Background: an optimization exercise with open tools, aiming at small area, a short achievable clock period and few clock cycles per item. Do not read the settings as production practice.
Where RTL was checked, it was by simulation tests only, not by an equivalence proof against the original.
No functional check of the RTL was part of run 4.

==> flow/design.v, too long to show whole: its modules and the start of the top module <==
// module cvt_delta_rv: 266 lines
// module cvt_delta_gu: 266 lines
// module cvt_delta_gv: 266 lines
// module cvt_delta_bu: 266 lines
// module cvt_prod_rv: 46 lines
// module cvt_prod_bu: 46 lines
// module cvt_prod_gu: 46 lines
// module cvt_prod_gv: 46 lines
// module cvt_g_err: 23 lines
// module cvt_lzc: 15 lines
// module cvt_norm: 13 lines
// module cvt_out_pre: 22 lines
// module cvt_out: 21 lines
// module cvt_add: 27 lines
// module cvt_pair: 212 lines
module cvt_pair (
    input  wire        clk,
    input  wire        rst,
    input  wire        in_valid,
    output wire        in_ready,
    input  wire [7:0]  in_y0,
    input  wire [7:0]  in_y1,
    input  wire [7:0]  in_cb_a,
    input  wire [7:0]  in_cr_a,
    input  wire [7:0]  in_cb_b,
    input  wire [7:0]  in_cr_b,
    input  wire        in_interp,
    output wire        out_valid,
    output wire [31:0] out_r0,
    output wire [31:0] out_g0,
    output wire [31:0] out_b0,
    output wire [31:0] out_r1,
    output wire [31:0] out_g1,
    output wire [31:0] out_b1,
    output wire [23:0] out_rgb0_u8,    
    output wire [23:0] out_rgb1_u8
);
  // ...
==> flow/flow/run.sh <==
#!/bin/bash
# The standard layout, with the port buffers made from buf_2 cells instead of
# the buffer buffer_ports picks by default (a slow delay cell).
# standard.sh's full output goes to standard.log in this folder.
set -euo pipefail
export BUFFER_PORTS_ARGS="-buffer_cell sky130_fd_sc_hd__buf_2"
bash standard.sh finish > standard.log 2>&1
==> flow/standard.sh <==
#!/bin/bash
# synth_recipe.tcl (not shown) runs the flow's synth.tcl, then flattens the netlist and writes it again
# the make line also repeats each setting of config.mk as NAME=value (left out here)
make -C /OpenROAD-flow-scripts/flow DESIGN_CONFIG=/design/flow/config.mk WORK_HOME=/design/flow/orfs CLKGATE_MAP_FILE= SYNTH_SCRIPT=/design/flow/synth_recipe.tcl "${@:-finish}"
==> flow/config.mk <==
export PLATFORM = sky130hd
export DESIGN_NAME = cvt_pair
export DESIGN_NICKNAME = cvt_pair
export VERILOG_FILES = /design/flow/design.v
export SDC_FILE = /design/flow/constraint.sdc
export NUM_CORES = 4
export LEC_CHECK = 0
export ABC_AREA = 1
export CAP_MARGIN = 40
export CORE_MARGIN = 2
export CORE_UTILIZATION = 60
export PLACE_DENSITY = 0.7
export SLEW_MARGIN = 80
==> flow/constraint.sdc <==
create_clock -name core_clock -period 17.0 [get_ports {clk}]
set_input_delay 3.4000 -clock core_clock [delete_from_list [all_inputs] [get_ports {clk}]]
set_output_delay 3.4000 -clock core_clock [all_outputs]
set_load 0.01 [all_outputs]
==> metrics.yaml, run 1 <==
cts_resized: 0
top_regs: "c_5 x216, f_6 x186, u_6 x48"
hold_start: "y0_1[0]"
clock_sinks: 1115
register_area_um2: 22600
maxCapViolCount: 0
hold_depth: 0
endpoint_kind: "flop"
instances_no_fill: 11003
ys.flop_type: "dfxtp_1"
multi_input_area_um2: 42300
dieArea_um2: 116000
slowest_delay_ns: 0.45
synthCells: 9175
antenna_found_initial: 3
use_met1: 0.432
endpoint: "ngu_2[34]"
ys_seq_area_frac: 0.329
postSynthAreaPerCell_um2: 7.40
htree_levels: 3
crit_family: "simple AND/OR/NAND/NOR gates"
worstPathMaxFanout: 8
status: "no timing/DRC/antenna violations"
synthXorXnorAreaFrac: 0.0513
path_buf_inv: 5
layout_commonest_cell: "nand2_1"
io_buffers: 286
final-clk-cell-share: 0.0513
ant_nets: 0
utilization: 0.695
grt_max_degree: 56
vias_per_cell: 5.51
nets: 10252
wl_met2_mm: 81.7
synth_common_cells: "nand2_1 (1,836), inv_1 (1,338), dfxtp_1 (1,115), nor2_1 (788), o21ai_0 (765)"
die_h_um: 340
largest_reg_flops: 216
Testbench counts, summed over its fixed seeds: cycles 16,056, items 16,000.
==> run 2, diff against run 1 <==
--- a/flow/config.mk
+++ b/flow/config.mk
@@ -6,8 +6,8 @@
 export NUM_CORES = 4
 export LEC_CHECK = 0
 export ABC_AREA = 1
-export CAP_MARGIN = 40
+export CAP_MARGIN = 20
 export CORE_MARGIN = 2
 export CORE_UTILIZATION = 60
 export PLACE_DENSITY = 0.7
-export SLEW_MARGIN = 80
+export SLEW_MARGIN = 60
==> run 2 against run 1 <==
Against the previous run: still clean; synthesized cell count is the same; area after synthesis is the same; register-to-register slack gained 0.38 ns; global-route usage shrank 0.33 points; non-clock buffer count shrank 65; critical endpoint is now out_b0[25]; largest cell class unchanged.
==> metrics.yaml, run 2 <==
status: "no timing/DRC/antenna violations"  # unchanged
synth_area_leader_cell: "dfxtp_1"  # unchanged
synth.distinct_cells: 78  # unchanged
synth_common_cells: "nand2_1 (1,836), inv_1 (1,338), dfxtp_1 (1,115), nor2_1 (788), o21ai_0 (765)"  # unchanged
path_class: "reg -> out"  # was reg -> reg
clock_sinks: 1115  # unchanged
final_cell_mix: "nand2_1 (1,836), inv_1 (1,324), dfxtp_1 (1,089), nor2_1 (777), o21ai_0 (756)"  # was nand2_1 (1,830), inv_1 (1,279), dfxtp_1 (988), nor2_1 (704), ha_1 (656)
synthCells: 9175  # unchanged
endpoint_kind: "output pin"  # was flop
netlist.area_leader.share: 0.329  # unchanged
path_buf_inv: 1  # was 5
die_h_um: 340  # unchanged
ys_seq_area_frac: 0.329  # unchanged
crit_family: "flip-flops"  # was simple AND/OR/NAND/NOR gates
syn_area_um2: 67900  # unchanged
clockBufferDepth: 3  # unchanged
initial_core_util: 0.605  # unchanged
largest-register: "c_5"  # unchanged
htree_levels: 3  # unchanged
grt_pass1_wl_mm: 289  # was 293 mm
clock_tree.root_cell: "clkbuf_16"  # unchanged
cp.arrival_ns: 1.33  # was 5.53 ns
cp-start-kind: "flop"  # unchanged
clkSlewWorstSetupHoldPaths_ns: 0.07  # about the same
diodes: 0  # was 1
place_hpwl_mm: 146  # was 148 mm
ys.flop_type: "dfxtp_1"  # unchanged
grt_max_degree: 56  # unchanged
dieArea_um2: 116000  # unchanged
clock_latency_ns: 0.72  # about the same
drv_slew: 0  # unchanged
timing.slew.headroom: 0.606
largest_reg_flops: 216  # unchanged
first_iter_violations: 4814  # was 4,869
hold_violations: 0  # unchanged
wl_per_cell_um: 16.5  # was 16.7 um
finalSetupViolations: 0  # unchanged
holdCritPathClass: "reg -> reg"  # unchanged
slowest_stage: "dfxtp_1"  # was dfxtp_2
wl_met2_mm: 79.0  # was 81.7 mm
finalSetupTns_ns: 0  # unchanged
grt_pass1_vias: 55685  # was 56,514
wl_met3_mm: 11.0  # was 10.9 mm
cts_made_buffers: 113  # was 112
core_um2: 112000  # unchanged
synth_most_common_cell: "nand2_1"  # unchanged
layout_commonest_cell: "nand2_1"  # unchanged
cp.required_ns: 13.60  # was 17.58 ns
top_regs: "c_5 x216, f_6 x186, u_6 x48"  # unchanged
ys_seq_elements: 1115  # unchanged
postSynthAreaPerCell_um2: 7.40  # unchanged
worstMarginPinSlew_ns: 0.584
vias_per_cell: 5.49  # was 5.51
postCtsSetupBuffers: 0  # unchanged
grt_setup_unrepaired: "false"  # unchanged
synth_edf_count: 0  # unchanged
grt.total_usage: 0.303  # was 0.306
cts_tree: "done"  # unchanged
ant_nets: 0  # unchanged
rows: 123  # unchanged
slowest_delay_ns: 0.44  # was 0.45 ns
io_pins: 294  # unchanged
first_pass_iters: 8  # was 6
ctsHoldBuffers: 0  # unchanged
met1_length_mm: 85.3  # was 85.9 mm
clock_skew_ns: 0.0192  # was 0.0168 ns
drive_gt1_frac: 0.0712  # was 0.138
wl_mm: 181  # was 184 mm
asyncSetResetFlopFracSynth: 0  # unchanged
antenna_found_initial: 3  # unchanged
worstPathMaxFanout: 1  # was 8
synth.area.top_cells: "dfxtp_1 (33%), ha_1 (12%), nand2_1 (10%), inv_1 (7.4%), o21ai_0 (5.6%)"  # unchanged
gp_congestion: 1.01  # unchanged
synth_warnings: 7  # unchanged
min_period_ns: 4.73  # was 4.95 ns
io_buffers: 286  # unchanged
clock.fmax_mhz: 211  # was 202 MHz
top_layer: "met4"  # was met5
overflow: 0  # unchanged
drc_errors: 0  # unchanged
syn2layout_area_growth_pct: 9.22  # was 15.0%
cts_resized: 0  # unchanged
maxCapViolCount: 0  # unchanged
fin_crit_sh: 0.278  # was 0.291
crit_chain: "buf_2"
fp.dieW_um: 340  # unchanged
nets: 10188  # was 10,252
vias: 60014  # was 60,584
==> run 2: changes by cell type in the layout (fill, tap and decap cells not counted), sizes merged, moves of 3 or more <==
cell           delta
buf              -43
clkdlybuf4s50    -11
clkinv           -10
clkdlybuf4s25     -7
clkbuf            -6
inv               +6
clkinvlp          +3
==> run 2: cell type report <==
type / instances / area [um^2]
Clock buffer: 142 / 3060
Clock inverter: 63 / 711
Fill cell: 9871 / 38200
Inverter: 1367 / 5130
Multi-Input combinational cell: 6447 / 39500
Sequential cell: 1115 / 22400
Tap cell: 1500 / 1880
Timing Repair Buffer: 298 / 1520
==> run 2: kinds of logic (layout without fill, tap and decap cells) <==
logic type	after synthesis	after routing	share of synthesized area
XOR/XNOR	389	389	0.0513
flip-flops	1115	1115	0.329
adder cells (fa/ha/maj)	794	794	0.161
AO/OA/AOI/OAI	1906	1906	0.160
other	2	10	0.000111
multiplexers	58	58	0.00855
buffers and inverters	1621	1870	0.0912
AND/OR/NAND/NOR	3290	3290	0.199
==> run 2: worst paths after layout <==
check | startpoint | end | slack [ns] | cells past startpoint
setup / recovery | f_6[87] | out_b0[25] | 12.27 | 1
hold / removal | nuv_s2[0] | t1_3[0] | 0.32 | 0
setup reg to reg | cbn_1[0] | ngu_2[34] | 12.43 | 25
hold reg to reg | nuv_s2[0] | t1_3[0] | 0.32 | 0
==> run 2: layer usage <==
layer / global-route usage / vias to the layer above
met3: 0.0325 / 333
met4: 0.0930 / 0
met2: 0.484 / 2011
li1: - / 30296
met1: 0.430 / 27374
met5: 0 / -
==> run 2: stage by stage <==
step / setup slack, ns / std cells / cell area [um^2] / utilization / hold slack, ns
after floorplan: 12.25 / 9183 / 68000 / - / 0.310
after global placement: 11.88 / 10726 / 70300 / 0.626 / 0.310
after detailed placement: 11.92 / 10727 / 70400 / 0.626 / 0.312
after CTS: 12.25 / 10932 / 74100 / 0.660 / 0.320
after global routing: 11.97 / 10932 / 74200 / 0.660 / 0.328
final: 12.27 / 10932 / 74200 / 0.660 / 0.322
==> run 3, diff against run 2 <==
--- a/flow/config.mk
+++ b/flow/config.mk
@@ -8,6 +8,6 @@
 export ABC_AREA = 1
 export CAP_MARGIN = 20
 export CORE_MARGIN = 2
-export CORE_UTILIZATION = 60
-export PLACE_DENSITY = 0.7
+export CORE_UTILIZATION = 70
+export PLACE_DENSITY = 0.8
 export SLEW_MARGIN = 60
==> run 3 against run 2 <==
Against the previous run: first-iteration DRC count rose by 48%; register-to-register slack got worse by 0.20 ns; utilization rose by 10 points; worst hold slack got worse by 0.0023 ns; sequential share of layout area rose by 0.18 points; highest routed layer is now met5.
==> metrics.yaml, run 3 <==
clock_skew_ns: 0.0148  # was 0.0192 ns
design_area_um2: 73700  # was 74,200 um^2
postCtsSetupBuffers: 0  # unchanged
asyncSetResetFlopFracSynth: 0  # unchanged
ctsHoldBuffers: 0  # unchanged
ant_nets: 0  # unchanged
netlist.area_leader.share: 0.329  # unchanged
rows: 114  # was 123
ys_seq_area_frac: 0.329  # unchanged
cp.required_ns: 17.56  # was 13.60 ns
wl_per_cell_um: 18.0  # was 16.5 um
synth_most_common_cell: "nand2_1"  # unchanged
finalSetupViolations: 0  # unchanged
reg2reg_from: "cbn_1[7]"  # was cbn_1[0]
hold_start: "lo_b1_4"  # was nuv_s2[0]
io_pins: 294  # unchanged
status: "no timing/DRC/antenna violations"  # unchanged
dpl_cell_area_um2: 70100  # was 70,400 um^2
layout_commonest_cell: "nand2_1"  # unchanged
clock_latency_ns: 0.70  # was 0.72 ns
ys.flop_type: "dfxtp_1"  # unchanged
clock_tree.root_cell: "clkbuf_16"  # unchanged
synth_warnings: 7  # unchanged
cts_resized: 0  # unchanged
htree_levels: 3  # unchanged
ys_seq_elements: 1115  # unchanged
die_h_um: 316  # was 340 um
maxCapViolCount: 0  # unchanged
vias_per_cell: 5.91  # was 5.49
cts_tree: "done"  # unchanged
synthCells: 9175  # unchanged
first_iter_violations: 7148  # was 4,814
synth.distinct_cells: 78  # unchanged
final_cell_mix: "nand2_1 (1,836), inv_1 (1,323), dfxtp_1 (1,090), nor2_1 (781), o21ai_0 (761)"  # was nand2_1 (1,836), inv_1 (1,324), dfxtp_1 (1,089), nor2_1 (777), o21ai_0 (756)
cp.arrival_ns: 5.33  # was 1.33 ns
clock.fmax_mhz: 210  # was 211 MHz
min_period_ns: 4.77  # was 4.73 ns
fin_crit_sh: 0.281  # was 0.278
nets: 10181  # was 10,188
gp_congestion: 1.04  # was 1.01
wl_mm: 193  # was 181 mm
place_hpwl_mm: 148  # was 146 mm
synth_area_leader_cell: "dfxtp_1"  # unchanged
core_um2: 96400  # was 112,000 um^2
clockBufferDepth: 3  # unchanged
clkSlewWorstSetupHoldPaths_ns: 0.07  # about the same
antenna_found_initial: 7  # was 3
postSynthAreaPerCell_um2: 7.40  # unchanged
initial_core_util: 0.704  # was 0.605
slowest_stage: "dfxtp_1"  # unchanged
overflow: 0  # unchanged
syn_area_um2: 67900  # unchanged
slowest_delay_ns: 0.64  # was 0.44 ns
finalSetupTns_ns: 0  # unchanged
drive_gt1_frac: 0.0702  # was 0.0712
grt_setup_unrepaired: "false"  # unchanged
endpoint_kind: "flop"  # was output pin
fp.dieW_um: 316  # was 340 um
first_pass_iters: 8  # unchanged
timing.slew.headroom: 0.598  # was 0.606
synth_edf_count: 0  # unchanged
holdCritPathClass: "reg -> reg"  # unchanged
dieArea_um2: 99500  # was 116,000 um^2
clock_sinks: 1115  # unchanged
grt_pass1_vias: 60258  # was 55,685
worstPathMaxFanout: 16  # was 1
r2r_end: "ngu_2[33]"  # was ngu_2[34]
synth.area.top_cells: "dfxtp_1 (33%), ha_1 (12%), nand2_1 (10%), inv_1 (7.4%), o21ai_0 (5.6%)"  # unchanged
nFillCells: 6926  # was 9,871
vias: 63249  # was 60,014
holdPathEnd: "c_5[211]"  # was t1_3[0]
cts_made_buffers: 108  # was 113
synth_common_cells: "nand2_1 (1,836), inv_1 (1,338), dfxtp_1 (1,115), nor2_1 (788), o21ai_0 (765)"  # unchanged
cp-start-kind: "flop"  # unchanged
syn2layout_area_growth_pct: 8.57  # was 9.22%
hold_depth: 0  # unchanged
hold_violations: 0  # unchanged
largest-register: "c_5"  # unchanged
grt_pass1_wl_mm: 306  # was 289 mm
io_buffers: 286  # unchanged
top_regs: "c_5 x216, f_6 x186, u_6 x48"  # unchanged
grt.total_usage: 0.375  # was 0.303
drv_slew: 0  # unchanged
path_class: "reg -> reg"  # was reg -> out
reg2reg_slack_ns: 12.23  # was 12.43 ns
drc_errors: 0  # unchanged
grt_max_degree: 56  # unchanged
rr_worst_depth: 20  # was 25
worstMarginPinSlew_ns: 0.602  # was 0.584 ns
largest_reg_flops: 216  # unchanged
crit_chain: "inv_1, nor2_1, inv_1, nor2_1, nor2_1, nand4_1, fa_1, ha_1, nand2_1, o21ai_0, nand3_1, nand2_1, nand2_1, o311ai_0, inv_1, o21ai_0, a31oi_1, o31ai_1, and2_1, o22ai_1"  # was buf_2
[run 3: cell counts after synthesis]
Identical to the previous run, type by type.
[run 3: final cells by class]
class                           instances  area [um^2]  share of cell area
Antenna cell                            1         2.50           0.0000339
Clock inverter                         59          579             0.00786
Tap cell                             1276         1600              0.0216
Timing Repair Buffer                  296         1510              0.0205
Inverter                             1367         5130              0.0696
Sequential cell                      1115        22400               0.303
Multi-Input combinational cell       6447        39500               0.536
Clock buffer                          140         3080              0.0417
[run 3: worst max-delay path by stage]
stage	from	end	slack [ns]	cells after the start
floorplan	in_cb_a[2]	cb[6]	12.25	12
global placement	in_cb_a[1]	cb[6]	11.95	13
detailed placement	in_cr_a[1]	cr[6]	11.94	13
CTS	u_6[19]	out_rgb0_u8[19]	12.32	1
global route	cbn_1[0]	ngu_2[34]	11.82	25
finish	cbn_1[7]	ngu_2[33]	12.23	20
[run 3: cells by family (layout without fill, tap and decap cells)]
logic type	Yosys count	after routing	share of synthesized area
compound gates	1906	1906	0.160
xor+xnor	389	389	0.0513
fa+ha+maj	794	794	0.161
buf+inv	1621	1862	0.0912
flops	1115	1115	0.329
mux	58	58	0.00855
other cells	2	11	0.000111
simple gates	3290	3290	0.199
[run 3: routing by layer]
metal | vias to the layer above | track usage | share of wire
li1 | 30245 | - | -
met4 | 4 | 0.188 | 0.052
met1 | 29008 | 0.472 | 0.41
met5 | - | 0 | 0.000099
met2 | 3325 | 0.629 | 0.46
met3 | 667 | 0.0537 | 0.084
[run 3: critical path: cells and delay by family, from the launching register on]
kind	cells	cell delay, ns
AO/OA/AOI/OAI	6	1.49
AND/OR/NAND/NOR	9	1.21
adder cells (fa/ha/maj)	2	0.91
flip-flops	1	0.64
buffers and inverters	3	0.38
[run 3: stage by stage]
stage / hold WS, ns / worst slack (ns) / utilization / cells
after CTS: 0.323 / 12.32 / 0.764 / 10700
after detailed placement: 0.312 / 11.94 / 0.727 / 10501
after floorplan: 0.310 / 12.25 / - / 9183
final: 0.320 / 12.23 / 0.765 / 10701
after global placement: 0.310 / 11.95 / 0.726 / 10500
after global routing: 0.333 / 11.82 / 0.765 / 10700
==> module cvt_pair, before the edit <==
module cvt_pair (
    input  wire        clk,
    input  wire        rst,
    input  wire        in_valid,
    output wire        in_ready,
    input  wire [7:0]  in_y0,
    input  wire [7:0]  in_y1,
    input  wire [7:0]  in_cb_a,
    input  wire [7:0]  in_cr_a,
    input  wire [7:0]  in_cb_b,
    input  wire [7:0]  in_cr_b,
    input  wire        in_interp,
    output wire        out_valid,
    output wire [31:0] out_r0,
    output wire [31:0] out_g0,
    output wire [31:0] out_b0,
    output wire [31:0] out_r1,
    output wire [31:0] out_g1,
    output wire [31:0] out_b1,
    output wire [23:0] out_rgb0_u8,    
    output wire [23:0] out_rgb1_u8
);
    assign in_ready = 1'b1;
    wire [8:0] cb_sum = {1'b0, in_cb_a} + {1'b0, in_cb_b} + 9'd1;
    wire [8:0] cr_sum = {1'b0, in_cr_a} + {1'b0, in_cr_b} + 9'd1;
    reg  [7:0] y0_q, y1_q, cb, cr;
    always @(posedge clk) begin
        y0_q <= in_y0;
        y1_q <= in_y1;
        cb   <= in_interp ? cb_sum[8:1] : in_cb_a;
        cr   <= in_interp ? cr_sum[8:1] : in_cr_a;
    end
    wire signed [7:0] d_rv, d_gu, d_gv, d_bu;
    cvt_delta_rv t_rv (.c(cr), .d(d_rv));
    cvt_delta_gu t_gu (.c(cb), .d(d_gu));
    cvt_delta_gv t_gv (.c(cr), .d(d_gv));
    cvt_delta_bu t_bu (.c(cb), .d(d_bu));
    reg [7:0]        y0_1, y1_1, cb_1, cr_1, cbn_1, crn_1;
    reg signed [7:0] d_rv_1, d_gu_1, d_gv_1, d_bu_1;
    always @(posedge clk) begin
        y0_1   <= y0_q;
        y1_1   <= y1_q;
        cb_1   <= cb;
        cr_1   <= cr;
        cbn_1  <= ~cb;
        crn_1  <= ~cr;
        d_rv_1 <= d_rv;
        d_gu_1 <= d_gu;
        d_gv_1 <= d_gv;
        d_bu_1 <= d_bu;
    end
    wire [35:0] prv_s, prv_c, pbu_s, pbu_c, ngu_s, ngu_c, ngv_s, ngv_c;
    cvt_prod_rv p_rv (.c(cr_1), .d(d_rv_1), .ps(prv_s), .pc(prv_c));
    cvt_prod_bu p_bu (.c(cb_1), .d(d_bu_1), .ps(pbu_s), .pc(pbu_c));
    cvt_prod_gu p_gu (.c(~cbn_1), .d(d_gu_1), .ps(ngu_s), .pc(ngu_c));
    cvt_prod_gv p_gv (.c(~crn_1), .d(d_gv_1), .ps(ngv_s), .pc(ngv_c));
    wire [35:0] ngu = ngu_s + ngu_c;
    wire [35:0] k_s = ngu_s ^ ngu_c ^ ngv_s;
    wire [35:0] k_c = {(ngu_s[34:0] & ngu_c[34:0]) | (ngu_s[34:0] & ngv_s[34:0]) | (ngu_c[34:0] & ngv_s[34:0]), 1'b0};
    wire [35:0] nuv_k = 36'hFFFFFF801;    
    wire [35:0] l_s = k_s ^ k_c ^ ngv_c;
    wire [35:0] l_c = {(k_s[34:0] & k_c[34:0]) | (k_s[34:0] & ngv_c[34:0]) | (k_c[34:0] & ngv_c[34:0]), 1'b0};
    wire [35:0] nuv_s = l_s ^ l_c ^ nuv_k;
    wire [35:0] nuv_c = {(l_s[34:0] & l_c[34:0]) | (l_s[34:0] & nuv_k[34:0]) | (l_c[34:0] & nuv_k[34:0]), 1'b0};
    reg [7:0]  y0_2, y1_2;
    reg [35:0] prv_s2, prv_c2, pbu_s2, pbu_c2, ngu_2, nuv_s2, nuv_c2;
    always @(posedge clk) begin
        y0_2   <= y0_1;
        y1_2   <= y1_1;
        prv_s2 <= prv_s;
        prv_c2 <= prv_c;
        pbu_s2 <= pbu_s;
        pbu_c2 <= pbu_c;
        ngu_2  <= ngu;
        nuv_s2 <= nuv_s;
        nuv_c2 <= nuv_c;
    end
    wire [35:0] yf0_2 = {3'b000, y0_2, 25'd0};
    wire [35:0] yf1_2 = {3'b000, y1_2, 25'd0};
    wire [11:0] w0, w1;
    cvt_g_err ge0 (.y8(y0_2), .ngu(ngu_2), .w(w0));
    cvt_g_err ge1 (.y8(y1_2), .ngu(ngu_2), .w(w1));
    wire [35:0] prv, pbu;
    cvt_add #(36) a_prv (.a(prv_s2), .b(prv_c2), .ci(1'b0), .s(prv));
    cvt_add #(36) a_pbu (.a(pbu_s2), .b(pbu_c2), .ci(1'b0), .s(pbu));
    wire [35:0] u0_s = yf0_2 ^ nuv_s2 ^ nuv_c2;
    wire [35:0] u0_c = {(yf0_2[34:0] & nuv_s2[34:0]) | (yf0_2[34:0] & nuv_c2[34:0]) | (nuv_s2[34:0] & nuv_c2[34:0]), 1'b0};
    wire [35:0] u1_s = yf1_2 ^ nuv_s2 ^ nuv_c2;
    wire [35:0] u1_c = {(yf1_2[34:0] & nuv_s2[34:0]) | (yf1_2[34:0] & nuv_c2[34:0]) | (nuv_s2[34:0] & nuv_c2[34:0]), 1'b0};
    wire [35:0] t0, t1;
    cvt_add #(36) a_t0 (.a(u0_s), .b(u0_c), .ci(1'b0), .s(t0));
    cvt_add #(36) a_t1 (.a(u1_s), .b(u1_c), .ci(1'b0), .s(t1));
    reg [7:0]  y0_3, y1_3;
    reg [35:0] prv_3, pbu_3, t0_3, t1_3;
    reg [11:0] w0_3, w1_3;
    always @(posedge clk) begin
        y0_3  <= y0_2;
        y1_3  <= y1_2;
        prv_3 <= prv;
        pbu_3 <= pbu;
        t0_3  <= t0;
        t1_3  <= t1;
        w0_3  <= w0;
        w1_3  <= w1;
    end
    wire [35:0] yf0 = {3'b000, y0_3, 25'd0};
    wire [35:0] yf1 = {3'b000, y1_3, 25'd0};
    wire [35:0] xr0 = yf0 + prv_3;
    wire [35:0] xb0 = yf0 + pbu_3;
    wire [35:0] xg0 = t0_3 + {24'd0, w0_3};
    wire [35:0] xr1 = yf1 + prv_3;
    wire [35:0] xb1 = yf1 + pbu_3;
    wire [35:0] xg1 = t1_3 + {24'd0, w1_3};
    wire       lo_r0, hi_r0, lo_g0, hi_g0, lo_b0, hi_b0, lo_r1, hi_r1, lo_g1, hi_g1, lo_b1, hi_b1;
    wire [5:0] lz_r0, lz_g0, lz_b0, lz_r1, lz_g1, lz_b1;
    cvt_lzc lzc_r0 (.x(xr0), .low(lo_r0), .high(hi_r0), .lz(lz_r0));
    cvt_lzc lzc_g0 (.x(xg0), .low(lo_g0), .high(hi_g0), .lz(lz_g0));
    cvt_lzc lzc_b0 (.x(xb0), .low(lo_b0), .high(hi_b0), .lz(lz_b0));
    cvt_lzc lzc_r1 (.x(xr1), .low(lo_r1), .high(hi_r1), .lz(lz_r1));
    cvt_lzc lzc_g1 (.x(xg1), .low(lo_g1), .high(hi_g1), .lz(lz_g1));
    cvt_lzc lzc_b1 (.x(xb1), .low(lo_b1), .high(hi_b1), .lz(lz_b1));
    reg [32:0] vr0_4, vg0_4, vb0_4, vr1_4, vg1_4, vb1_4;
    reg        lo_r0_4, hi_r0_4, lo_g0_4, hi_g0_4, lo_b0_4, hi_b0_4;
    reg        lo_r1_4, hi_r1_4, lo_g1_4, hi_g1_4, lo_b1_4, hi_b1_4;
    reg [5:0]  lz_r0_4, lz_g0_4, lz_b0_4, lz_r1_4, lz_g1_4, lz_b1_4;
    always @(posedge clk) begin
        vr0_4   <= xr0[32:0];
        vg0_4   <= xg0[32:0];
        vb0_4   <= xb0[32:0];
        vr1_4   <= xr1[32:0];
        vg1_4   <= xg1[32:0];
        vb1_4   <= xb1[32:0];
        lo_r0_4 <= lo_r0;
        hi_r0_4 <= hi_r0;
        lo_g0_4 <= lo_g0;
        hi_g0_4 <= hi_g0;
        lo_b0_4 <= lo_b0;
        hi_b0_4 <= hi_b0;
        lo_r1_4 <= lo_r1;
        hi_r1_4 <= hi_r1;
        lo_g1_4 <= lo_g1;
        hi_g1_4 <= hi_g1;
        lo_b1_4 <= lo_b1;
        hi_b1_4 <= hi_b1;
        lz_r0_4 <= lz_r0;
        lz_g0_4 <= lz_g0;
        lz_b0_4 <= lz_b0;
        lz_r1_4 <= lz_r1;
        lz_g1_4 <= lz_g1;
        lz_b1_4 <= lz_b1;
    end
    wire [23:0] mn_r0, mn_g0, mn_b0, mn_r1, mn_g1, mn_b1;
    wire        i1_r0, i1_g0, i1_b0, i1_r1, i1_g1, i1_b1;
    wire [5:0]  ex_r0, ex_g0, ex_b0, ex_r1, ex_g1, ex_b1;
    cvt_norm nm_r0 (.v(vr0_4), .lz(lz_r0_4), .high(hi_r0_4), .mn(mn_r0), .inc1(i1_r0), .ex(ex_r0));
    cvt_norm nm_g0 (.v(vg0_4), .lz(lz_g0_4), .high(hi_g0_4), .mn(mn_g0), .inc1(i1_g0), .ex(ex_g0));
    cvt_norm nm_b0 (.v(vb0_4), .lz(lz_b0_4), .high(hi_b0_4), .mn(mn_b0), .inc1(i1_b0), .ex(ex_b0));
    cvt_norm nm_r1 (.v(vr1_4), .lz(lz_r1_4), .high(hi_r1_4), .mn(mn_r1), .inc1(i1_r1), .ex(ex_r1));
    cvt_norm nm_g1 (.v(vg1_4), .lz(lz_g1_4), .high(hi_g1_4), .mn(mn_g1), .inc1(i1_g1), .ex(ex_g1));
    cvt_norm nm_b1 (.v(vb1_4), .lz(lz_b1_4), .high(hi_b1_4), .mn(mn_b1), .inc1(i1_b1), .ex(ex_b1));
    wire md_r0, md_g0, md_b0, md_r1, md_g1, md_b1;
    wire mdn_r0, mdn_g0, mdn_b0, mdn_r1, mdn_g1, mdn_b1;
    wire [1:0] k_r0, k_g0, k_b0, k_r1, k_g1, k_b1;
    cvt_out_pre op_r0 (.mn(mn_r0), .inc1(i1_r0), .mode(md_r0), .mode_n(mdn_r0), .k(k_r0));
    cvt_out_pre op_g0 (.mn(mn_g0), .inc1(i1_g0), .mode(md_g0), .mode_n(mdn_g0), .k(k_g0));
    cvt_out_pre op_b0 (.mn(mn_b0), .inc1(i1_b0), .mode(md_b0), .mode_n(mdn_b0), .k(k_b0));
    cvt_out_pre op_r1 (.mn(mn_r1), .inc1(i1_r1), .mode(md_r1), .mode_n(mdn_r1), .k(k_r1));
    cvt_out_pre op_g1 (.mn(mn_g1), .inc1(i1_g1), .mode(md_g1), .mode_n(mdn_g1), .k(k_g1));
    cvt_out_pre op_b1 (.mn(mn_b1), .inc1(i1_b1), .mode(md_b1), .mode_n(mdn_b1), .k(k_b1));
    reg [36*6-1:0] c_5;
    always @(posedge clk)
        c_5 <= {md_b1, mdn_b1, k_b1, lo_b1_4, i1_b1, ex_b1, mn_b1,
                md_g1, mdn_g1, k_g1, lo_g1_4, i1_g1, ex_g1, mn_g1,
                md_r1, mdn_r1, k_r1, lo_r1_4, i1_r1, ex_r1, mn_r1,
                md_b0, mdn_b0, k_b0, lo_b0_4, i1_b0, ex_b0, mn_b0,
                md_g0, mdn_g0, k_g0, lo_g0_4, i1_g0, ex_g0, mn_g0,
                md_r0, mdn_r0, k_r0, lo_r0_4, i1_r0, ex_r0, mn_r0};
    wire [31*6-1:0] f;
    wire [8*6-1:0]  u;
    genvar k;
    generate
        for (k = 0; k < 6; k = k + 1) begin : ch
            cvt_out o (.mode(c_5[36*k+35]), .mode_n(c_5[36*k+34]),
                .k(c_5[36*k+32 +: 2]),
                .low(c_5[36*k+31]), .inc1(c_5[36*k+30]),
                .ex(c_5[36*k+24 +: 6]), .mn(c_5[36*k +: 24]),
                .f(f[31*k +: 31]), .u(u[8*k +: 8]));
        end
    endgenerate
    reg [31*6-1:0] f_6;
    reg [8*6-1:0]  u_6;
    always @(posedge clk) begin
        f_6 <= f;
        u_6 <= u;
    end
    assign out_r0 = {1'b0, f_6[31*0 +: 31]};
    assign out_g0 = {1'b0, f_6[31*1 +: 31]};
    assign out_b0 = {1'b0, f_6[31*2 +: 31]};
    assign out_r1 = {1'b0, f_6[31*3 +: 31]};
    assign out_g1 = {1'b0, f_6[31*4 +: 31]};
    assign out_b1 = {1'b0, f_6[31*5 +: 31]};
    assign out_rgb0_u8 = u_6[23:0];
    assign out_rgb1_u8 = u_6[47:24];
    reg [6:0] vpipe;
    always @(posedge clk) begin
        if (rst)
            vpipe <= 7'd0;
        else
            vpipe <= {vpipe[5:0], in_valid};
    end
    assign out_valid = vpipe[6];
endmodule
==> run 4, diff against run 3 <==
--- a/flow/design.v
+++ b/flow/design.v
@@ -1404,15 +1404,13 @@
     cvt_delta_gu t_gu (.c(cb), .d(d_gu));
     cvt_delta_gv t_gv (.c(cr), .d(d_gv));
     cvt_delta_bu t_bu (.c(cb), .d(d_bu));
-    reg [7:0]        y0_1, y1_1, cb_1, cr_1, cbn_1, crn_1;
+    reg [7:0]        y0_1, y1_1, cb_1, cr_1;
     reg signed [7:0] d_rv_1, d_gu_1, d_gv_1, d_bu_1;
     always @(posedge clk) begin
         y0_1   <= y0_q;
         y1_1   <= y1_q;
         cb_1   <= cb;
         cr_1   <= cr;
-        cbn_1  <= ~cb;
-        crn_1  <= ~cr;
         d_rv_1 <= d_rv;
         d_gu_1 <= d_gu;
         d_gv_1 <= d_gv;
@@ -1421,8 +1419,8 @@
     wire [35:0] prv_s, prv_c, pbu_s, pbu_c, ngu_s, ngu_c, ngv_s, ngv_c;
     cvt_prod_rv p_rv (.c(cr_1), .d(d_rv_1), .ps(prv_s), .pc(prv_c));
     cvt_prod_bu p_bu (.c(cb_1), .d(d_bu_1), .ps(pbu_s), .pc(pbu_c));
-    cvt_prod_gu p_gu (.c(~cbn_1), .d(d_gu_1), .ps(ngu_s), .pc(ngu_c));
-    cvt_prod_gv p_gv (.c(~crn_1), .d(d_gv_1), .ps(ngv_s), .pc(ngv_c));
+    cvt_prod_gu p_gu (.c(cb_1), .d(d_gu_1), .ps(ngu_s), .pc(ngu_c));
+    cvt_prod_gv p_gv (.c(cr_1), .d(d_gv_1), .ps(ngv_s), .pc(ngv_c));
     wire [35:0] ngu = ngu_s + ngu_c;
     wire [35:0] k_s = ngu_s ^ ngu_c ^ ngv_s;
     wire [35:0] k_c = {(ngu_s[34:0] & ngu_c[34:0]) | (ngu_s[34:0] & ngv_s[34:0]) | (ngu_c[34:0] & ngv_s[34:0]), 1'b0};
--- a/flow/config.mk
+++ b/flow/config.mk
@@ -8,6 +8,6 @@
 export ABC_AREA = 1
 export CAP_MARGIN = 20
 export CORE_MARGIN = 2
-export CORE_UTILIZATION = 70
-export PLACE_DENSITY = 0.8
+export CORE_UTILIZATION = 60
+export PLACE_DENSITY = 0.7
 export SLEW_MARGIN = 60
==> run 4 against run 3 <==
Against the previous run: still clean; routed wire length shrank 2.5%; die area grew 15%.
==> metrics.yaml, run 4 <==
r2r_end: "ngu_2[33]"  # unchanged
netlist.area_leader.share: 0.328  # was 0.329
rows: 122  # was 114
clock_skew_ns: 0.0291  # was 0.0148 ns
largest-register: "c_5"  # unchanged
cp-startpoint: "cb_1[1]"  # was cbn_1[7]
grt_use_met2: 0.521  # was 0.629
largest_reg_flops: 216  # unchanged
min_period_ns: 5.35  # was 4.77 ns
place_hpwl_mm: 152  # was 148 mm
grt-busiest-layer: "met2"  # unchanged
clockBufferDepth: 3  # unchanged
hold_violations: 0  # unchanged
ant_nets: 0  # unchanged
top_regs: "c_5 x216, f_6 x186, u_6 x48"  # unchanged
grt_max_degree: 58  # was 56
drive_gt1_frac: 0.0698  # was 0.0702
postCtsSetupBuffers: 0  # unchanged
asyncSetResetFlopFracSynth: 0  # unchanged
wl_mm: 188  # was 193 mm
gr-usage-met3: 0.0544  # was 0.0537
gp_congestion: 0.994  # was 1.04
core_um2: 111000  # was 96,400 um^2
cp-start-kind: "flop"  # unchanged
cts_resized: 0  # unchanged
drc_errors: 0  # unchanged
initial_core_util: 0.605  # was 0.704
layout_commonest_cell: "nand2_1"  # unchanged
worstPathMaxFanout: 10  # was 16
nets: 10096  # was 10,181
reg2reg_slack_ns: 11.65  # was 12.23 ns
maxCapViolCount: 0  # unchanged
ys.flop_type: "dfxtp_1"  # unchanged
die_h_um: 338  # was 316 um
synth_area_leader_cell: "dfxtp_1"  # unchanged
final_cell_mix: "nand2_1 (1,806), inv_1 (1,313), dfxtp_1 (1,076), nor2_1 (788), o21ai_0 (737)"  # was nand2_1 (1,836), inv_1 (1,323), dfxtp_1 (1,090), nor2_1 (781), o21ai_0 (761)
drv_slew: 0  # unchanged
clock_sinks: 1099  # was 1,115
htree_levels: 3  # unchanged
syn2layout_area_growth_pct: 9.88  # was 8.57%
clock.fmax_mhz: 187  # was 210 MHz
design_area_um2: 73600  # was 73,700 um^2
worstMarginPinSlew_ns: 0.615  # was 0.602 ns
synth.area.top_cells: "dfxtp_1 (33%), ha_1 (12%), nand2_1 (10%), inv_1 (7.4%), o21ai_0 (5.6%)"  # unchanged
grt.total_usage: 0.318  # was 0.375
path_class: "reg -> reg"  # unchanged
reg2reg_from: "cb_1[1]"  # was cbn_1[7]
cp.required_ns: 17.61  # was 17.56 ns
rr_worst_depth: 24  # was 20
finalSetupTns_ns: 0  # unchanged
vias: 60326  # was 63,249
cp.arrival_ns: 5.96  # was 5.33 ns
dpl_cell_area_um2: 69500  # was 70,100 um^2
io_pins: 294  # unchanged
synth_edf_count: 0  # unchanged
ctsHoldBuffers: 0  # unchanged
holdCritPathClass: "reg -> reg"  # unchanged
clock_tree.root_cell: "clkbuf_16"  # unchanged
endpoint_kind: "flop"  # unchanged
cts_made_buffers: 113  # was 108
finalSetupViolations: 0  # unchanged
synth.distinct_cells: 73  # was 78
first_iter_violations: 5084  # was 7,148
grt_pass1_vias: 56842  # was 60,258
clock_latency_ns: 0.73  # was 0.70 ns
synthCells: 9061  # was 9,175
grt_setup_unrepaired: "false"  # unchanged
fp.dieW_um: 338  # was 316 um
cts_tree: "done"  # unchanged
ys_seq_area_frac: 0.328  # was 0.329
clkSlewWorstSetupHoldPaths_ns: 0.06  # was 0.07 ns
synth_most_common_cell: "nand2_1"  # unchanged
wl_per_cell_um: 17.4  # was 18.0 um
vias_per_cell: 5.57  # was 5.91
synth_common_cells: "nand2_1 (1,807), inv_1 (1,329), dfxtp_1 (1,099), nor2_1 (794), o21ai_0 (745)"  # was nand2_1 (1,836), inv_1 (1,338), dfxtp_1 (1,115), nor2_1 (788), o21ai_0 (765)
timing.slew.headroom: 0.590  # was 0.598
synth_warnings: 7  # unchanged
ys_seq_elements: 1099  # was 1,115
first_pass_iters: 6  # was 8
fin_crit_sh: 0.315  # was 0.281
nFillCells: 9600  # was 6,926
dieArea_um2: 114000  # was 99,500 um^2
io_buffers: 286  # unchanged
syn_area_um2: 67000  # was 67,900 um^2
endpoint: "ngu_2[33]"  # unchanged
use_met1: 0.431  # was 0.472
overflow: 0  # unchanged
antenna_found_initial: 4  # was 7
status: "no timing/DRC/antenna violations"  # unchanged
postSynthAreaPerCell_um2: 7.39  # was 7.40 um^2
grt_pass1_wl_mm: 299  # was 306 mm
## run 4: changes by cell type after synthesis, moves of 16 or more
cell / previous run / this run
dfxtp_1: 1115 / 1099
nand2_1: 1836 / 1807
xor2_1: 284 / 256
o21ai_0: 765 / 745
a21oi_1: 628 / 611
clkbuf_1: 192 / 169
nand4_1: 55 / 73
## run 4: logic make-up after synthesis
group,share of synthesized area
AND/OR/NAND/NOR,0.199
flip-flops,0.328
multiplexers,0.00941
adder cells (fa/ha/maj),0.163
XOR/XNOR,0.0485
buffers and inverters,0.0908
AO/OA/AOI/OAI,0.160
other,0.000112
## run 4: layout make-up
cell class | count | area [um^2] | share of cell area
Multi-Input combinational cell | 6371 | 39000 | 0.530
Sequential cell | 1099 | 22000 | 0.299
Inverter | 1364 | 5120 | 0.0696
Clock buffer | 148 | 3220 | 0.0437
Tap cell | 1488 | 1860 | 0.0253
Timing Repair Buffer | 301 | 1540 | 0.0209
Clock inverter | 61 | 810 | 0.0110
Antenna cell | 1 | 2.50 | 0.0000340
## run 4: how the worst min path moves through the flow
stage / from / to / slack, ns / depth (start not counted)
4_1_cts: lo_g0_4 / c_5[67] / 0.30 / 0
6_report: lo_g0_4 / c_5[67] / 0.31 / 0
3_3_place_gp: y0_q[1] / y0_1[1] / 0.31 / 0
2_1_floorplan: lo_b0_4 / c_5[103] / 0.31 / 0
5_1_grt: lo_g0_4 / c_5[67] / 0.31 / 0
3_5_place_dp: lo_g0_4 / c_5[67] / 0.31 / 0
## run 4: metrics by stage
stage	setup slack, ns	instances	util	hold slack [ns]
4_1_cts	11.60	10831	0.665	0.302
3_3_place_gp	11.80	10622	0.628	0.309
2_1_floorplan	12.25	9069	-	0.310
3_5_place_dp	11.62	10622	0.628	0.312
6_report	11.65	10833	0.665	0.312
5_1_grt	11.11	10832	0.665	0.315
## run 4: critical path, stage by stage (launching register included)
cell	delay, ns
dfxtp_1	0.59
nor2_1	0.22
inv_1	0.15
nor2_1	0.07
inv_1	0.14
nand2_1	0.09
nor2_1	0.27
nand4_1	0.23
ha_1	0.41
inv_1	0.08
fa_1	0.44
o21ai_0	0.30
a21oi_1	0.12
o21bai_1	0.21
a21boi_0	0.18
o21ai_0	0.21
a21boi_0	0.12
o21ai_0	0.15
a21boi_0	0.11
o211ai_1	0.27
a21boi_0	0.25
o21ai_0	0.31
a21oi_1	0.11
nor2_1	0.18
nor2_1	0.06
## run 4: layer usage
layer | wire length [um] | vias to the layer above
met5 | 40 | -
met4 | 5570 | 6
met3 | 13300 | 336
met2 | 84800 | 2097
met1 | 84300 | 27867
li1 | - | 30020
==> module cvt_g_err, before the edit <==
module cvt_g_err (
    input  wire [7:0]         y8,
    input  wire signed [35:0] ngu,
    output wire [11:0]        w
);
    wire [11:0] dh = {3'b000, y8, 1'b0} + ngu[35:24];   
    wire [9:0]  a  = dh[11] ? ~dh[9:0] : dh[9:0];        
    wire [10:0] m;
    genvar i;
    generate
        for (i = 0; i < 10; i = i + 1) begin : msk
            assign m[i] = |a[9:i];
        end
    endgenerate
    assign m[10] = 1'b0;
    wire [10:0] top = m & ~{1'b0, m[10:1]};              
    wire [10:0] nxt = {top[9:0], 1'b0};                  
    wire        g   = |(top & ngu[10:0]);
    wire        lsb = |(nxt & ngu[10:0]);
    wire        st  = |({1'b0, m[10:1]} & ngu[10:0]);
    wire        up  = g & (st | lsb);
    assign w = {up, (m & ~ngu[10:0]) | (~m & {11{~up}})};
endmodule
==> run 5, diff against run 4 <==
--- a/flow/design.v
+++ b/flow/design.v
@@ -1248,10 +1248,12 @@
 endmodule
 module cvt_g_err (
     input  wire [7:0]         y8,
-    input  wire signed [35:0] ngu,
+    input  wire [11:0]        ngu_hi,
+    input  wire               c24,
+    input  wire [10:0]        ngu_lo,
     output wire [11:0]        w
 );
-    wire [11:0] dh = {3'b000, y8, 1'b0} + ngu[35:24];   
+    wire [11:0] dh = {3'b000, y8, 1'b0} + ngu_hi + {11'd0, c24};   
     wire [9:0]  a  = dh[11] ? ~dh[9:0] : dh[9:0];        
     wire [10:0] m;
     genvar i;
@@ -1263,11 +1265,11 @@
     assign m[10] = 1'b0;
     wire [10:0] top = m & ~{1'b0, m[10:1]};              
     wire [10:0] nxt = {top[9:0], 1'b0};                  
-    wire        g   = |(top & ngu[10:0]);
-    wire        lsb = |(nxt & ngu[10:0]);
-    wire        st  = |({1'b0, m[10:1]} & ngu[10:0]);
+    wire        g   = |(top & ngu_lo);
+    wire        lsb = |(nxt & ngu_lo);
+    wire        st  = |({1'b0, m[10:1]} & ngu_lo);
     wire        up  = g & (st | lsb);
-    assign w = {up, (m & ~ngu[10:0]) | (~m & {11{~up}})};
+    assign w = {up, (m & ~ngu_lo) | (~m & {11{~up}})};
 endmodule
 module cvt_lzc (
     input  wire signed [35:0] x,
@@ -1404,13 +1406,15 @@
     cvt_delta_gu t_gu (.c(cb), .d(d_gu));
     cvt_delta_gv t_gv (.c(cr), .d(d_gv));
     cvt_delta_bu t_bu (.c(cb), .d(d_bu));
-    reg [7:0]        y0_1, y1_1, cb_1, cr_1;
+    reg [7:0]        y0_1, y1_1, cb_1, cr_1, cbn_1, crn_1;
     reg signed [7:0] d_rv_1, d_gu_1, d_gv_1, d_bu_1;
     always @(posedge clk) begin
         y0_1   <= y0_q;
         y1_1   <= y1_q;
         cb_1   <= cb;
         cr_1   <= cr;
+        cbn_1  <= ~cb;
+        crn_1  <= ~cr;
         d_rv_1 <= d_rv;
         d_gu_1 <= d_gu;
         d_gv_1 <= d_gv;
@@ -1419,9 +1423,10 @@
     wire [35:0] prv_s, prv_c, pbu_s, pbu_c, ngu_s, ngu_c, ngv_s, ngv_c;
     cvt_prod_rv p_rv (.c(cr_1), .d(d_rv_1), .ps(prv_s), .pc(prv_c));
     cvt_prod_bu p_bu (.c(cb_1), .d(d_bu_1), .ps(pbu_s), .pc(pbu_c));
-    cvt_prod_gu p_gu (.c(cb_1), .d(d_gu_1), .ps(ngu_s), .pc(ngu_c));
-    cvt_prod_gv p_gv (.c(cr_1), .d(d_gv_1), .ps(ngv_s), .pc(ngv_c));
-    wire [35:0] ngu = ngu_s + ngu_c;
+    cvt_prod_gu p_gu (.c(~cbn_1), .d(d_gu_1), .ps(ngu_s), .pc(ngu_c));
+    cvt_prod_gv p_gv (.c(~crn_1), .d(d_gv_1), .ps(ngv_s), .pc(ngv_c));
+    wire [24:0] ngu_l = {1'b0, ngu_s[23:0]} + {1'b0, ngu_c[23:0]};
+    wire [11:0] ngu_h = ngu_s[35:24] + ngu_c[35:24];
     wire [35:0] k_s = ngu_s ^ ngu_c ^ ngv_s;
     wire [35:0] k_c = {(ngu_s[34:0] & ngu_c[34:0]) | (ngu_s[34:0] & ngv_s[34:0]) | (ngu_c[34:0] & ngv_s[34:0]), 1'b0};
     wire [35:0] nuv_k = 36'hFFFFFF801;    
@@ -1430,7 +1435,10 @@
     wire [35:0] nuv_s = l_s ^ l_c ^ nuv_k;
     wire [35:0] nuv_c = {(l_s[34:0] & l_c[34:0]) | (l_s[34:0] & nuv_k[34:0]) | (l_c[34:0] & nuv_k[34:0]), 1'b0};
     reg [7:0]  y0_2, y1_2;
-    reg [35:0] prv_s2, prv_c2, pbu_s2, pbu_c2, ngu_2, nuv_s2, nuv_c2;
+    reg [35:0] prv_s2, prv_c2, pbu_s2, pbu_c2, nuv_s2, nuv_c2;
+    reg [11:0] ngu_h2;
+    reg        c24_2;
+    reg [10:0] ngu_l2;
     always @(posedge clk) begin
         y0_2   <= y0_1;
         y1_2   <= y1_1;
@@ -1438,15 +1446,17 @@
         prv_c2 <= prv_c;
         pbu_s2 <= pbu_s;
         pbu_c2 <= pbu_c;
-        ngu_2  <= ngu;
+        ngu_h2 <= ngu_h;
+        c24_2  <= ngu_l[24];
+        ngu_l2 <= ngu_l[10:0];
         nuv_s2 <= nuv_s;
         nuv_c2 <= nuv_c;
     end
     wire [35:0] yf0_2 = {3'b000, y0_2, 25'd0};
     wire [35:0] yf1_2 = {3'b000, y1_2, 25'd0};
     wire [11:0] w0, w1;
-    cvt_g_err ge0 (.y8(y0_2), .ngu(ngu_2), .w(w0));
-    cvt_g_err ge1 (.y8(y1_2), .ngu(ngu_2), .w(w1));
+    cvt_g_err ge0 (.y8(y0_2), .ngu_hi(ngu_h2), .c24(c24_2), .ngu_lo(ngu_l2), .w(w0));
+    cvt_g_err ge1 (.y8(y1_2), .ngu_hi(ngu_h2), .c24(c24_2), .ngu_lo(ngu_l2), .w(w1));
     wire [35:0] prv, pbu;
     cvt_add #(36) a_prv (.a(prv_s2), .b(prv_c2), .ci(1'b0), .s(prv));
     cvt_add #(36) a_pbu (.a(pbu_s2), .b(pbu_c2), .ci(1'b0), .s(pbu));
--- a/flow/config.mk
+++ b/flow/config.mk
@@ -9,5 +9,7 @@
 export CAP_MARGIN = 20
 export CORE_MARGIN = 2
 export CORE_UTILIZATION = 60
+export CTS_CLUSTER_DIAMETER = 70
+export CTS_CLUSTER_SIZE = 30
 export PLACE_DENSITY = 0.7
-export SLEW_MARGIN = 60
+export SLEW_MARGIN = 70
==> run 5 against run 4 <==
Against the previous run: register-to-register slack improved by 1.1 ns; routed wire length decreased by 7.4%; cell count fell by 0.50%; setup slack better by 0.74 ns; sequential share of layout area increased by 0.59 points; cell area shrank 0.18%; sequential cell count increased by 17; non-clock buffer count grew 1; largest cell class unchanged; highest routed layer unchanged.
==> metrics.yaml, run 5 <==
synth.distinct_cells: 74  # was 73
status: "no timing/DRC/antenna violations"  # unchanged
min_period_ns: 4.62  # was 5.35 ns
largest_reg_flops: 216  # unchanged
first_pass_iters: 6  # unchanged
cts_tree: "done"  # unchanged
nets: 10071  # was 10,096
vias: 59186  # was 60,326
holdPathEnd: "c_5[31]"  # was c_5[67]
drv_slew: 0  # unchanged
core_um2: 111000  # about the same
grt_pass1_wl_mm: 283  # was 299 mm
rows: 122  # unchanged
layout_commonest_cell: "nand2_1"  # unchanged
clock_sinks: 1116  # was 1,099
cp.required_ns: 13.60  # was 17.61 ns
vias_per_cell: 5.49  # was 5.57
clock.fmax_mhz: 217  # was 187 MHz
hold_depth: 0  # unchanged
hold_start: "lo_r0_4"  # was lo_g0_4
ctsHoldBuffers: 0  # unchanged
wl_mm: 174  # was 188 mm
cp.arrival_ns: 1.22  # was 5.96 ns
r2r_end: "c24_2"  # was ngu_2[33]
dieArea_um2: 115000  # was 114,000 um^2
largest-register: "c_5"  # unchanged
htree_levels: 3  # unchanged
ys_seq_elements: 1116  # was 1,099
clock_skew_ns: 0.0422  # was 0.0291 ns
finalSetupTns_ns: 0  # unchanged
fin_crit_sh: 0.272  # was 0.315
reg2reg_slack_ns: 12.78  # was 11.65 ns
io_buffers: 286  # unchanged
netlist.area_leader.share: 0.331  # was 0.328
antenna_found_initial: 7  # was 4
place_hpwl_mm: 140  # was 152 mm
synth_edf_count: 0  # unchanged
clockBufferDepth: 3  # unchanged
wl_per_cell_um: 16.1  # was 17.4 um
slowest_delay_ns: 0.37  # was 0.59 ns
postSynthAreaPerCell_um2: 7.43  # was 7.39 um^2
synth_common_cells: "nand2_1 (1,814), inv_1 (1,323), dfxtp_1 (1,116), o21ai_0 (785), nor2_1 (758)"  # was nand2_1 (1,807), inv_1 (1,329), dfxtp_1 (1,099), nor2_1 (794), o21ai_0 (745)
cts_resized: 0  # unchanged
io_pins: 294  # unchanged
synth.area.top_cells: "dfxtp_1 (33%), ha_1 (12%), nand2_1 (10%), inv_1 (7.4%), o21ai_0 (5.8%)"  # was dfxtp_1 (33%), ha_1 (12%), nand2_1 (10%), inv_1 (7.4%), o21ai_0 (5.6%)
asyncSetResetFlopFracSynth: 0  # unchanged
post-place-ws_ns: 11.95  # was 11.62 ns
path_buf_inv: 1  # was 3
clock_latency_ns: 0.71  # was 0.73 ns
finalSetupViolations: 0  # unchanged
final_cell_mix: "nand2_1 (1,814), inv_1 (1,299), dfxtp_1 (1,068), nor2_1 (743), o21ai_0 (736)"  # was nand2_1 (1,806), inv_1 (1,313), dfxtp_1 (1,076), nor2_1 (788), o21ai_0 (737)
clkSlewWorstSetupHoldPaths_ns: 0.09  # was 0.06 ns
top_regs: "c_5 x216, f_6 x186, u_6 x48"  # unchanged
syn_area_um2: 67400  # was 67,000 um^2
ys.flop_type: "dfxtp_1"  # unchanged
setup_ws_ns: 12.38  # was 11.65 ns
fp.dieW_um: 339  # was 338 um
cts_made_buffers: 80  # was 113
path_class: "reg -> out"  # was reg -> reg
grt_max_degree: 58  # unchanged
initial_core_util: 0.607  # was 0.605
slowest_stage: "dfxtp_1"  # unchanged
reg2reg_from: "cbn_1[3]"  # was cb_1[1]
maxCapViolCount: 0  # unchanged
grt.total_usage: 0.295  # was 0.318
holdCritPathClass: "reg -> reg"  # unchanged
synth_area_leader_cell: "dfxtp_1"  # unchanged
die_h_um: 339  # was 338 um
ant_nets: 0  # unchanged
crit_chain: "buf_2"  # was nor2_1, inv_1, nor2_1, inv_1, nand2_1, nor2_1, nand4_1, ha_1, inv_1, fa_1, o21ai_0, a21oi_1, o21bai_1, a21boi_0, o21ai_0, a21boi_0, o21ai_0, a21boi_0, o211ai_1, a21boi_0, o21ai_0, a21oi_1, nor2_1, nor2_1
synth_warnings: 7  # unchanged
drc_errors: 0  # unchanged
crit_family: "flip-flops"  # was compound AO/OA/AOI/OAI gates
hold_violations: 0  # unchanged
synth_most_common_cell: "nand2_1"  # unchanged
syn2layout_area_growth_pct: 9.04  # was 9.88%
clock_tree.root_cell: "clkbuf_16"  # unchanged
grt_setup_unrepaired: "false"  # unchanged
synthCells: 9077  # was 9,061
endpoint_kind: "output pin"  # was flop
worstPathMaxFanout: 1  # was 10
overflow: 0  # unchanged
cp-start-kind: "flop"  # unchanged
postCtsSetupBuffers: 0  # unchanged
ys_seq_area_frac: 0.331  # was 0.328
first_iter_violations: 4243  # was 5,084
drive_gt1_frac: 0.0749  # was 0.0698
gp_congestion: 1.01  # was 0.994
rr_worst_depth: 22  # was 24
grt_pass1_vias: 56167  # was 56,842
run 5: cell types whose count changed in the layout (fill, tap and decap cells not counted), sizes merged, moves of 10 or more:
cell / previous run / this run
bufinv: 13 / 0
nand2: 1816 / 1834
nor2: 802 / 771
a21oi: 616 / 630
xor2: 259 / 269
clkbuf: 149 / 84
nand4: 73 / 52
dfxtp: 1099 / 1116
o22ai: 25 / 41
inv: 1348 / 1369
o21ai: 787 / 813
run 5: how the worst max path moves through the flow:
stage	cells past startpoint	endpoint	slack, ns	start
2_1_floorplan	12	cb[6]	12.25	in_cb_a[2]
3_3_place_gp	13	cb[6]	11.92	in_cb_a[1]
3_5_place_dp	13	cr[6]	11.95	in_cr_a[1]
4_1_cts	1	out_g0[26]	12.35	f_6[57]
5_1_grt	1	out_g0[26]	12.34	f_6[57]
6_report	1	out_g0[26]	12.38	f_6[57]
run 5: kinds of logic after synthesis:
kind of cell	share of synthesized area
XOR/XNOR	0.0493
buffers and inverters	0.0903
AO/OA/AOI/OAI	0.163
flip-flops	0.331
adder cells (fa/ha/maj)	0.163
other	0.000111
multiplexers	0.00802
AND/OR/NAND/NOR	0.195
run 5: layout make-up:
cell class / instances / area, um^2
Multi-Input combinational cell: 6368 / 39400
Fill cell: 9802 / 37500
Sequential cell: 1116 / 22400
Inverter: 1355 / 5110
Clock buffer: 84 / 2050
Tap cell: 1488 / 1860
Timing Repair Buffer: 302 / 1560
Clock inverter: 65 / 1130
Antenna cell: 1 / 2.50
run 5: per-layer routing:
metal  global-route usage  up-vias  part of all wire
li1                     -    29978                 -
met1                0.393    27134              0.45
met2                0.507     1776              0.47
met3               0.0341      290             0.054
met4               0.0813        8             0.027
met5                    0        -           0.00028
run 5: per-stage QoR:
| step | util | instances | cell area [um^2] | hold WS [ns] |
|---|---|---|---|---|
| 2_1_floorplan | - | 9085 | 67400 | 0.310 |
| 3_3_place_gp | 0.629 | 10628 | 69800 | 0.310 |
| 3_5_place_dp | 0.633 | 10629 | 70200 | 0.312 |
| 4_1_cts | 0.661 | 10778 | 73400 | 0.332 |
| 5_1_grt | 0.662 | 10779 | 73500 | 0.339 |
| 6_report | 0.662 | 10779 | 73500 | 0.331 |
Testbench counts of run 5, summed over its fixed seeds: cycles 16,056, items 16,000.
==> run 6, diff against run 5 <==
--- a/flow/config.mk
+++ b/flow/config.mk
@@ -12,4 +12,4 @@
 export CTS_CLUSTER_DIAMETER = 70
 export CTS_CLUSTER_SIZE = 30
 export PLACE_DENSITY = 0.7
-export SLEW_MARGIN = 70
+export SLEW_MARGIN = 60
==> run 6 against run 5 <==
Against the previous run: global-route usage rose by 0.062 points; clock skew rose by 0.0036 ns; utilization fell by 0.54 points; highest routed layer unchanged; setup slack improved by 0.018 ns; synthesized cell count did not move; cell area fell by 0.81%; non-clock buffer count fell by 1; area after synthesis did not move; sequential share of layout area rose by 0.18 points.
==> metrics.yaml, run 6 <==
fin_crit_sh: 0.270  # was 0.272
clkSlewWorstSetupHoldPaths_ns: 0.10  # was 0.09 ns
cp-startpoint: "f_6[57]"  # unchanged
path_buf_inv: 1  # unchanged
hold_start: "y1_1[2]"  # was lo_r0_4
place_hpwl_mm: 141  # was 140 mm
grt.total_usage: 0.296  # was 0.295
synthCells: 9077  # unchanged
vias_per_cell: 5.49  # about the same
initial_core_util: 0.607  # unchanged
reg2reg_from: "c_5[108]"  # was cbn_1[3]
drive_gt1_frac: 0.0647  # was 0.0749
die_h_um: 339  # unchanged
syn2layout_area_growth_pct: 8.16  # was 9.04%
io_buffers: 286  # unchanged
largest-register: "c_5"  # unchanged
gp_congestion: 1.01  # unchanged
status: "no timing/DRC/antenna violations"  # unchanged
clock_sinks: 1116  # unchanged
dpl_cell_area_um2: 69900  # was 70,200 um^2
crit_family: "flip-flops"  # unchanged
grt_pass1_vias: 56266  # was 56,167
synth_common_cells: "nand2_1 (1,814), inv_1 (1,323), dfxtp_1 (1,116), o21ai_0 (785), nor2_1 (758)"  # unchanged
finalSetupViolations: 0  # unchanged
design_area_um2: 72900  # was 73,500 um^2
synth.area.top_cells: "dfxtp_1 (33%), ha_1 (12%), nand2_1 (10%), inv_1 (7.4%), o21ai_0 (5.8%)"  # unchanged
final_cell_mix: "nand2_1 (1,814), inv_1 (1,306), dfxtp_1 (1,094), o21ai_0 (778), nor2_1 (752)"  # was nand2_1 (1,814), inv_1 (1,299), dfxtp_1 (1,068), nor2_1 (743), o21ai_0 (736)
ys_seq_elements: 1116  # unchanged
postSynthAreaPerCell_um2: 7.43  # unchanged
cp.arrival_ns: 1.20  # was 1.22 ns
vias: 59139  # was 59,186
clockBufferDepth: 3  # unchanged
core_um2: 111000  # unchanged
synth.distinct_cells: 74  # unchanged
hold_violations: 0  # unchanged
cp-start-kind: "flop"  # unchanged
cts_tree: "done"  # unchanged
worstPathMaxFanout: 1  # unchanged
ys.flop_type: "dfxtp_1"  # unchanged
worstMarginPinSlew_ns: 0.614
overflow: 0  # unchanged
slowest_stage: "dfxtp_1"  # unchanged
maxCapViolCount: 0  # unchanged
top_regs: "c_5 x216, f_6 x186, u_6 x48"  # unchanged
first_iter_violations: 4133  # was 4,243
syn_area_um2: 67400  # unchanged
antenna_found_initial: 6  # was 7
io_pins: 294  # unchanged
htree_levels: 3  # unchanged
nets: 10067  # was 10,071
clock_skew_ns: 0.0458  # was 0.0422 ns
first_pass_iters: 6  # unchanged
grt_max_degree: 58  # unchanged
ant_nets: 0  # unchanged
drc_errors: 0  # unchanged
largest_reg_flops: 216  # unchanged
cts_made_buffers: 77  # was 80
ys_seq_area_frac: 0.331  # unchanged
synth_warnings: 7  # unchanged
drv_slew: 0  # unchanged
clock_tree.root_cell: "clkbuf_16"  # unchanged
path_class: "reg -> out"  # unchanged
cp.required_ns: 13.60  # about the same
asyncSetResetFlopFracSynth: 0  # unchanged
fp.dieW_um: 339  # unchanged
grt_pass1_wl_mm: 283  # about the same
ctsHoldBuffers: 0  # unchanged
finalSetupTns_ns: 0  # unchanged
dieArea_um2: 115000  # unchanged
netlist.area_leader.share: 0.331  # unchanged
crit_chain: "buf_2"  # unchanged
rows: 122  # unchanged
slowest_delay_ns: 0.36  # was 0.37 ns
synth_area_leader_cell: "dfxtp_1"  # unchanged
postCtsSetupBuffers: 0  # unchanged
min_period_ns: 4.60  # was 4.62 ns
synth_edf_count: 0  # unchanged
cts_resized: 0  # unchanged
wl_mm: 174  # about the same
layout_commonest_cell: "nand2_1"  # unchanged
wl_per_cell_um: 16.1  # about the same
clock.fmax_mhz: 217  # about the same
holdCritPathClass: "reg -> reg"  # unchanged
timing.slew.headroom: 0.586
clock_latency_ns: 0.69  # was 0.71 ns
endpoint_kind: "output pin"  # unchanged
grt_setup_unrepaired: "false"  # unchanged
synth_most_common_cell: "nand2_1"  # unchanged
## run 6: routing by layer
metal  global-route usage  wire [um]
met3               0.0364       9890
met1                0.392      78300
met4               0.0979       5290
met2                0.500      80300
met5                    0         48
## run 6: cell type report
| class | instances | area, um^2 |
|---|---|---|
| fillers | 9878 | 38100 |
| clock buffers | 82 | 1990 |
| multi-input cells | 6368 | 39100 |
| well taps | 1488 | 1860 |
| diodes | 1 | 2.50 |
| flip-flops and latches | 1116 | 22400 |
| clock inverters | 58 | 986 |
| inverters | 1355 | 5090 |
| repair buffers | 301 | 1540 |
## run 6: cell families after synthesis
family          Yosys count  share of synthesized area
other cells               2                   0.000111
flops                  1116                      0.331
compound gates         1931                      0.163
mux                      54                    0.00802
simple gates           3201                      0.195
xor+xnor                376                     0.0493
fa+ha+maj               796                      0.163
buf+inv                1601                     0.0903
## run 6: per-stage QoR
step | hold slack (ns) | cells | util | worst slack (ns)
after floorplan | 0.310 | 9085 | - | 12.25
after global placement | 0.310 | 10628 | 0.629 | 11.92
after detailed placement | 0.312 | 10628 | 0.630 | 11.95
after CTS | 0.329 | 10768 | 0.657 | 12.36
after global routing | 0.326 | 10768 | 0.657 | 12.36
final | 0.318 | 10769 | 0.657 | 12.40
## run 6: worst paths after layout
path | to | slack (ns) | depth (start not counted)
setup / recovery | out_g0[26] | 12.40 | 1
hold / removal | y1_2[2] | 0.32 | 0
setup reg to reg | u_6[24] | 12.78 | 20
hold reg to reg | y1_2[2] | 0.32 | 0

[afterwards: timing with drivers on the ports]
Ports are ideal in the flow. The routed layouts listed here were re-timed in OpenROAD.
Step 1: set_driving_cell puts a clkbuf_16 on clk and a buf_2 on each other input, an assumption about the parent block.
Step 2 times the ports against the registers' clock, not the clock port: input delays grow and output delays shrink by t, the midpoint of the rising clock arrivals with the driver on.
a / b / c = ideal / step 1 / step 2; a / b = the first two.
run | t (ns) | setup slack, ns | worst setup path at the end | cell pins on the clock port's net
run 1 | 0.782 | 12.047 / 12.047 / 11.926 | input to register | 1
run 2 | 0.782 | 12.266 / 12.189 / 11.920 | input to register | 1
run 3 | 0.766 | 12.228 / 12.228 / 11.925 | input to register | 1
run 4 | 0.794 | 11.649 / 11.649 / 11.649 | register to register | 1
run 5 | 0.764 | 12.385 / 12.307 / 11.910 | input to register | 1
run 6 | 0.751 | 12.402 / 12.322 / 11.909 | input to register | 1
After both steps every run listed still meets setup and hold. The setup slack of run 6, which loses most, moves by -0.080 ns with the drivers and by -0.493 ns with both steps.
